This is an optimization exercise on Yosys and OpenROAD, whose aim is small area, a short achievable clock period and few clock cycles, not a production implementation.
The RTL was checked by simulation tests, not by an equivalence proof against the original design.
No activity file was given, so power comes from the tool's default toggle rates.

## zinc
## iono_xact
module iono_xact (
    input  wire        clk,
    input  wire        rst,
    input  wire        req_valid,
    output wire        req_ready,
    input  wire [2:0]  req_op,
    input  wire        req_bank,
    input  wire [6:0]  req_cmd,
    input  wire [7:0]  req_reg,
    input  wire [7:0]  req_data,
    output wire        rsp_valid,
    output wire        rsp_ok,
    output reg  [7:0]  rsp_value,
    output wire        ex_valid,
    input  wire        ex_ready,
    output wire [1:0]  ex_cs,
    output wire [23:0] ex_tx,
    input  wire        ex_rvalid,
    input  wire [23:0] ex_rx,
    output wire [1:0]  in_err,
    output wire [1:0]  out_err,
    output reg  [1:0]  clr_pending,
    output wire [7:0]  in_inputs0,
    output wire [7:0]  in_inputs1
);
export LEC_CHECK = 0
export CAP_MARGIN = 20
export CORE_MARGIN = 2
export CORE_UTILIZATION = 40
export SETUP_SLACK_MARGIN = 2.6
export SLEW_MARGIN = 20
create_clock -name core_clock -period 5.0 [get_ports {clk}]
standard.sh (not shown) runs the stock make flow with config.mk's settings and CLKGATE_MAP_FILE= SYNTH_SCRIPT=/design/flow/synth_recipe.tcl, a recipe that flattens the netlist after the stock synthesis.
==> flow/flow/run.sh <==
#!/bin/bash
# The standard layout, with two changes to how it is made:
# - the smallest buffer on every input and output port (the standard flow's
#   buffer_ports otherwise picks a larger delay buffer);
# - synthesis does not map to the 3-input XOR/XNOR cells (slow on the CRC trees).
set -euo pipefail
export BUFFER_PORTS_ARGS="-buffer_cell sky130_fd_sc_hd__buf_1"
cd "$(dirname "$0")/.."
plat=$(make -s --no-print-directory -C "$FLOW_HOME" DESIGN_CONFIG="$PWD/config.mk" WORK_HOME="$PWD/orfs" print-DONT_USE_CELLS | sed -n 's/^DONT_USE_CELLS: //p')
extra="sky130_fd_sc_hd__xor3_1 sky130_fd_sc_hd__xor3_2 sky130_fd_sc_hd__xor3_4 sky130_fd_sc_hd__xnor3_1 sky130_fd_sc_hd__xnor3_2 sky130_fd_sc_hd__xnor3_4"
echo "DONT_USE_CELLS: $plat $extra" > dont_use.log
bash standard.sh DONT_USE_CELLS="$plat $extra" finish > standard.log 2>&1
Testbench counts of zinc, summed over its fixed seeds: cycles 10,194.
Setup changes, zinc to delta
- changing SETUP_SLACK_MARGIN from 2.6 to 2.4
[summary]
There was hardly any difference in hold slack between delta and zinc. delta -> zinc: initial antenna violation count delta 0, exact match. Cells: delta has fewer instances than zinc. Between zinc and delta, post-detailed-placement cell area is lower for delta, zinc comes in above that. For layout buffer count excluding clock buffers, dividing the value from delta by the value from zinc gives 0.846. delta vs zinc: critical path depth in cells up. delta ended up with a lower routed via count than zinc did. Clock group share of total power up 1.2 points in delta wrt zinc. Routed metal-1 wire length delta (zinc -> delta): insignificant. Kind of critical path = input pin to output port: delta; kind of critical path = flop to output port: zinc.
## Diff of input files: quartz against delta
- putting CTS_CLUSTER_SIZE at 40 where nothing was set
- swapping 2.4 for 2.5 in SETUP_SLACK_MARGIN
- putting CTS_CLUSTER_DIAMETER at 150 where nothing was set
==> comparison <==
quartz vs delta: final critical path time including I/O delays and setup down. Re hold slack: quartz is 0.0063 ns up on delta. Changes observed in quartz relative to delta: layout overhead on the synthesized area now larger, count of routing violations after the opening detailed-route iteration moved up, final cycle utilization of the critical path decreased 1.4 points. ~same power attributed to sequential cells in quartz and delta. Wire length on met3: quartz > delta. [compare] base=delta new=quartz: overall power increased by 81 uW relative to the old numbers, met2 track utilization from global routing up 0.34 points, area of all placed cells without fillers saw an increase.
Modified inputs, willow compared to quartz
- a deleted CTS_CLUSTER_SIZE that had been 40
- a deleted CTS_CLUSTER_DIAMETER that had been 150
Results
Reported for willow and quartz, total area of sequential cells turned out identical to the last digit. Reported for willow and quartz, final area turned out identical to the last digit. First-pass GRT wire length: willow vs quartz identical. willow -> quartz: total power divided by cell area delta 0, exact match. Delta (willow minus quartz): routability congestion estimate from global placement was more or less identical, fraction of the cycle the final worst path needs shows no meaningful change. quartz → willow: area fraction in compound gates after synthesis has remained practically unchanged; worst reg2reg path depth essentially unchanged. Fraction of met2 tracks used by global routing: quartz vs willow, no meaningful difference. Diff quartz..willow | buffer share of cell area | unchanged. Re final period demand of the worst path: no difference whatsoever between willow and quartz.

[port drivers added, routing unchanged]
The flow's constraints put no driver on any port. The routed layouts listed below were extracted and timed again, unchanged, in two steps.
Step 1: set_driving_cell puts a clkbuf_16 on clk and a buf_2 on each other input, an assumption about the parent block.
Step 2 adds t to the input delays and takes it off the output delays; t is the mean of the earliest and latest rising clock arrival at the registers after step 1. Input paths then give back, and output paths get back, about the clock's delay inside the block.
a / b / c = ideal / step 1 / step 2; a / b = the first two.
run	shift t [ns]	setup slack, ns	worst hold slack (ns)	pins driven straight from the clock port
zinc	0.389	2.544 / 2.501 / 2.233	0.474 / 0.474 / 0.474	1
delta	0.376	2.458 / 2.427 / 2.170	0.472 / 0.472 / 0.472	1
quartz	0.391	2.527 / 2.483 / 2.176	0.478 / 0.478 / 0.478	1
willow	0.391	2.527 / 2.483 / 2.176	0.478 / 0.478 / 0.478	1
After both steps setup and hold are still met in every run listed.
